Background: an optimization exercise with open tools, aiming at small area, a short achievable clock period and few clock cycles. Do not read the settings as production practice. Function was checked by simulation only, so behaviour that the tests miss may differ from the original. Power figures rest on the tool's default switching activity, not on a simulated workload.

==> flow/design.v (outline; a module is shown in full before it is edited, if it fits) <==
// module pmhf_engine: 1553 lines
module pmhf_engine (
    input  wire        clk,
    input  wire        rst,
    input  wire        req_valid,
    input  wire        req_write,
    input  wire [11:0] req_addr,
    input  wire [63:0] req_wdata,
    output reg  [63:0] rdata,
    output wire        irq
);
  // ...
==> flow/run.sh <==
#!/bin/bash
# synth_recipe.tcl (not shown) runs the flow's synth.tcl, then flattens the netlist and writes it again
# the make line also repeats each setting of config.mk as NAME=value (left out here)
make -C /OpenROAD-flow-scripts/flow DESIGN_CONFIG=/design/flow/config.mk WORK_HOME=/design/flow/orfs CLKGATE_MAP_FILE= SYNTH_SCRIPT=/design/flow/synth_recipe.tcl finish
==> flow/config.mk <==
export PLATFORM = sky130hd
export DESIGN_NAME = pmhf_engine
export DESIGN_NICKNAME = pmhf_engine
export VERILOG_FILES = /design/flow/design.v
export SDC_FILE = /design/flow/constraint.sdc
export NUM_CORES = 4
export LEC_CHECK = 0
export CAP_MARGIN = 20
export CORE_MARGIN = 2
export CORE_UTILIZATION = 40
export PLACE_DENSITY = 0.6
export SLEW_MARGIN = 20
==> flow/constraint.sdc <==
create_clock -name core_clock -period 15.0 [get_ports {clk}]
set_input_delay 3.0000 -clock core_clock [delete_from_list [all_inputs] [get_ports {clk}]]
set_output_delay 3.0000 -clock core_clock [all_outputs]
set_load 0.01 [all_outputs]
==> impl_metrics.ini, run 1 <==
[outcome]
status = stopped before the end
error = ERROR: TCL interpreter returned an error: Source files actually used in the design:
haltStage = synthesis (1_2_yosys)

[synth]
yosysWarnings = 10
Testbench counts, summed over its fixed seeds: cycles 10,074.
==> run 2: changes to the inputs <==
--- a/flow/design.v
+++ b/flow/design.v
@@ -45,35 +45,33 @@
   localparam [2:0] T_BLH  = 3'd3;    
   localparam [2:0] T_RLO  = 3'd4;    
   localparam [2:0] T_RHI  = 3'd5;    
   localparam [2:0] T_TOP  = 3'd6;    
   integer j, jv, jd, jc;
   function [319:0] wtab;
     input [3:0] idx;
     begin
-      case (idx)
-        4'd0: wtab = 320'h00000000000000000000000000000000000000000000000000000000000000000000000000000000;
-        4'd1: wtab = 320'h10441104411044110441104411044110441104411044110441104411044110441104411044110441;
-        4'd2: wtab = 320'h19041190411904119041190411904119041190411904119041190411904119041190411904119041;
-        4'd3: wtab = 320'h09041208241048209041208241048209041208241048209041208241048209041208241048209041;
-        4'd4: wtab = 320'h4104129d04104a74104129d04104a74104129d04104a74104129d04104a74104129d04104a741041;
-        4'd5: wtab = 320'h4104130ce951504104c33a5454104130ce951504104c33a5454104130ce951504104c33a54541041;
-        4'd6: wtab = 320'h410413a8a95b0c3410413a8a95b0c3410413a8a95b0c3410413a8a95b0c3410413a8a95b0c341041;
-        4'd7: wtab = 320'h41041410414104141041410414104141041410414104141041410414104141041410414104141041;
-        4'd8: wtab = 320'h4b5f0410414b5f0410414b5f0410414b5f0410414b5f0410414b5f0410414b5f0410414b5f041041;
-        4'd9: wtab = 320'h925c76c104105456186b7c64971db041041515861adf1925c76c104105456186b7c64971db041041;
-        4'd10: wtab = 320'h410415c10410570410415c10410570410415c10410570410415c10410570410415c1041057041041;
-        4'd11: wtab = 320'h1b649820820b0c36c930410416186d926082082c30db24c104105861b649820820b0c36c93041041;
-        4'd12: wtab = 320'h410416cecb92635be1861b8f0410416cecb92635be1861b8f0410416cecb92635be1861b8f041041;
-        4'd13: wtab = 320'hd368a2c104105c78d973be74da28b04104171e365cef9d368a2c104105c78d973be74da28b041041;
-        4'd14: wtab = 320'h61870410417d97451637d36b9df1c79267861870410417d97451637d36b9df1c7926786187041041;
-        4'd15: wtab = 320'h41041820820c104106082083041041820820c104106082083041041820820c104106082083041041;
-        default: wtab = 320'd0;
-      endcase
+      wtab = 320'd0;
+      wtab = wtab | ({320{idx == 4'd0}} & 320'h00000000000000000000000000000000000000000000000000000000000000000000000000000000);
+      wtab = wtab | ({320{idx == 4'd1}} & 320'h10441104411044110441104411044110441104411044110441104411044110441104411044110441);
+      wtab = wtab | ({320{idx == 4'd2}} & 320'h19041190411904119041190411904119041190411904119041190411904119041190411904119041);
+      wtab = wtab | ({320{idx == 4'd3}} & 320'h09041208241048209041208241048209041208241048209041208241048209041208241048209041);
+      wtab = wtab | ({320{idx == 4'd4}} & 320'h4104129d04104a74104129d04104a74104129d04104a74104129d04104a74104129d04104a741041);
+      wtab = wtab | ({320{idx == 4'd5}} & 320'h4104130ce951504104c33a5454104130ce951504104c33a5454104130ce951504104c33a54541041);
+      wtab = wtab | ({320{idx == 4'd6}} & 320'h410413a8a95b0c3410413a8a95b0c3410413a8a95b0c3410413a8a95b0c3410413a8a95b0c341041);
+      wtab = wtab | ({320{idx == 4'd7}} & 320'h41041410414104141041410414104141041410414104141041410414104141041410414104141041);
+      wtab = wtab | ({320{idx == 4'd8}} & 320'h4b5f0410414b5f0410414b5f0410414b5f0410414b5f0410414b5f0410414b5f0410414b5f041041);
+      wtab = wtab | ({320{idx == 4'd9}} & 320'h925c76c104105456186b7c64971db041041515861adf1925c76c104105456186b7c64971db041041);
+      wtab = wtab | ({320{idx == 4'd10}} & 320'h410415c10410570410415c10410570410415c10410570410415c10410570410415c1041057041041);
+      wtab = wtab | ({320{idx == 4'd11}} & 320'h1b649820820b0c36c930410416186d926082082c30db24c104105861b649820820b0c36c93041041);
+      wtab = wtab | ({320{idx == 4'd12}} & 320'h410416cecb92635be1861b8f0410416cecb92635be1861b8f0410416cecb92635be1861b8f041041);
+      wtab = wtab | ({320{idx == 4'd13}} & 320'hd368a2c104105c78d973be74da28b04104171e365cef9d368a2c104105c78d973be74da28b041041);
+      wtab = wtab | ({320{idx == 4'd14}} & 320'h61870410417d97451637d36b9df1c79267861870410417d97451637d36b9df1c7926786187041041);
+      wtab = wtab | ({320{idx == 4'd15}} & 320'h41041820820c104106082083041041820820c104106082083041041820820c104106082083041041);
     end
   endfunction
   function [10:0] rsum;
     input [63:0]  x;
     input [319:0] w;
     reg [963:0] n;
     reg [11:0] ra, rb;
     begin
==> impl_metrics.ini, run 2 <==
[outcome]
status = finished clean

[clocking]
clk_pin_slew_ps = 60
cts_sinks = 2340
htreeDepth = 5
clk-insertion-delay-late_ps = 960
cts_buffer_depth = 4
cts_made_buffers = 274
cts_root_buf = clkbuf_16
cts_hold_buffers = 0
tritoncts = yes

[worst_setup_path]
worstSetupEndpointType = flop
arrival_ps = 15080
max_stage_delay_ps = 530
worst_path_max_delay_cell = or4_1
start_kind = flop
crit_top_cell = buf_4
cp_max_fo = 39
cp_data_required_time_ps = 15630
critPathKind = flop to flop

[route]
wl_per_cell_um = 26.17
viasPerCell = 6.043
met1_length_um = 278700
first_iter_violations = 19118
ant_nets = 0
highest_layer = met5
met3_length_um = 63650
wl_um = 663700
firstDrtPassIters = 10
post-route-drc-count = 0
num_vias = 153252
met2_length_um = 286300

[floorplan]
start_util = 0.4008
core_um2 = 422800
die_w_um = 654.9
die_area_um2 = 428900
die_y_um = 654.9
ioPinCount = 145
std_cell_rows = 239

[layout]
largest_reg_flops = 1024
layout.nets = 20726
final_cells = 25362
final_cell_mix = nand2_1 (2420), nor2_1 (2137), o21ai_0 (1728), a21oi_1 (1541), edfxtp_1 (1324)
fillers = 41105
syn_to_final_growth_pct = 13.08
largest_registers = cells: 1024 flops, cfg_delta: 256 flops
drive_gt1_frac = 0.1123
regMostFlops = cells
final_common_cell = nand2_1
multi_input_area_um2 = 102700
register_area_um2 = 60110

[global_route]
grt_max_degree = 208
grt_usage = 0.2963
grt_first_pass_wirelength_um = 960800
overflow = 0
grt_pass1_vias = 143227
antenna_found_initial = 33

[synth]
synth-async-reset-ratio = 0
syn_inst = 19451
synth_ff_type = edfxtp_1
ys_seq_area_frac = 0.3546
synth_edf_count = 1324
synthTopCellsByArea = edfxtp_1 (23%), dfxtp_1 (12%), ha_1 (6.0%)
synth_largest_area_cell = edfxtp_1
synth_top_area_frac = 0.2346
synth_nets = 20708
yosysWarnings = 10
synthDistinctLibCells = 128
ys_top_cells_by_count = nand2_1 (2450), nor2_1 (2167), o21ai_0 (1753)
synthesis.area_um2 = 169500
ys_ff_latch = 2340
synth_most_common_cell = nand2_1
avgSynthCellArea_um2 = 8.713

[sta]
layout_min_cycle_time_ps = 14450
hold_slack_ps = 308.8
setup_ws_ps = 549.8
finalClockSkew_ps = 71.57
fmax_mhz = 69.20
drv_slew = 0
period_share = 0.9633
rsz0062_at_grt = true
worstMarginPinSlew_ps = 1280
relSlewSlack = 0.1220
tns_ps = 0
setup_violations = 0
hold_viol = 0

[pwr]
leakage_uw = 0.06908
p_total_uw = 37210
peakVddDrop_mv = 1.951
power_density_nw_per_um2 = 194.2

[placed_design]
place.gp.congestion = 1.026
place_hpwl_um = 490300
pre_cts_ws_ps = -274.2
placedCellCount = 24802
port_buffers = 144

[hold_path]
hold_class = flop to flop

[run]
maxCapViolCount = 0
run 2: repair_timing:
action | in CTS | in global routing
pin swaps | 2 | 38
endpoints found under the setup margin | 1779 | 2328
buffers inserted | 3 | 29
resized for setup | 10 | 156
gates cloned | 0 | 19
run 2: worst paths after layout:
path	cells past startpoint	slack, ps	start	endpoint
setup reg to reg	72	550	cfg_l[17]$_SDFFE_PP0P_	cells[13][5]$_SDFFCE_PN0P_
hold / removal	0	310	c_gl[8]$_DFF_P_	d_gl[8]$_DFF_P_
setup / recovery	72	550	cfg_l[17]$_SDFFE_PP0P_	cells[13][5]$_SDFFCE_PN0P_
hold reg to reg	0	310	c_gl[8]$_DFF_P_	d_gl[8]$_DFF_P_
run 2: cell type report:
class / count / share of cell area
diodes: 12 / 0.0001567
repair buffers: 1107 / 0.05240
flip-flops and latches: 2340 / 0.3137
inverters: 693 / 0.01361
multi-input cells: 15053 / 0.5360
clock buffers: 358 / 0.03987
clock inverters: 136 / 0.007352
well taps: 5663 / 0.03697
run 2: cells by family (layout without fill, tap and decap cells):
logic type | Yosys count | in the layout | share of synthesized area
AND/OR/NAND/NOR | 6742 | 6742 | 0.1788
flip-flops | 2340 | 2340 | 0.3546
buffers and inverters | 2058 | 2294 | 0.04657
AO/OA/AOI/OAI | 5307 | 5307 | 0.1913
adder cells (fa/ha/maj) | 1183 | 1183 | 0.1035
other | 0 | 12 | 0
multiplexers | 837 | 837 | 0.07398
XOR/XNOR | 984 | 984 | 0.05131
run 2: stage by stage:
stage	cell area, µm²	util
2_1_floorplan	169500	-
3_3_place_gp	181100	0.4283
3_5_place_dp	181100	0.4283
4_1_cts	190200	0.4499
5_1_grt	191600	0.4532
6_report	191600	0.4532
run 2: power by group:
group / internal [µW] / total, µW / switching (µW) / leakage, µW
logic: 9640 / 22700 / 13000 / 0.0463
registers: 7260 / 7680 / 422 / 0.0184
clock network: 3910 / 6870 / 2950 / 0.00441
run 2: layer usage:
metal / up-vias / GRT usage
li1: 69776 / -
met1: 74492 / 0.4100
met2: 7613 / 0.4485
met3: 1361 / 0.05448
met4: 10 / 0.1348
met5: - / 0
run 2: critical path, delay by kind of cell (launching register included):
family	cells	cell delay, ps
fa+ha+maj	3	900
flops	1	340
xor+xnor	2	280
simple gates	24	4430
buf+inv	16	2930
compound gates	27	5070
Testbench counts of run 2, summed over its fixed seeds: cycles 10,074.

-- what the ideal ports hide --
How much do the figures lean on ideal ports? The routed layout below was timed once more, with nothing changed but the port constraints. Step 1: set_driving_cell puts a clkbuf_16 on clk and a buf_2 on each other input, an assumption about the parent block. Step 2, shift: input delay + t, output delay - t, t = (earliest + latest rising clock arrival at the registers) / 2. This alone moves slack from input paths to output paths. a / b / c = ideal / step 1 / step 2; a / b = the first two.
run: run 2
shift t [ns]: 1.044
setup WS [ns]: 0.550 / 0.550 / 0.550
worst setup path after step 2: register to register
After both steps setup and hold are still met in run 2. For run 2, drivers alone change the setup slack by 0.000 ns; drivers and shift together by 0.000 ns.
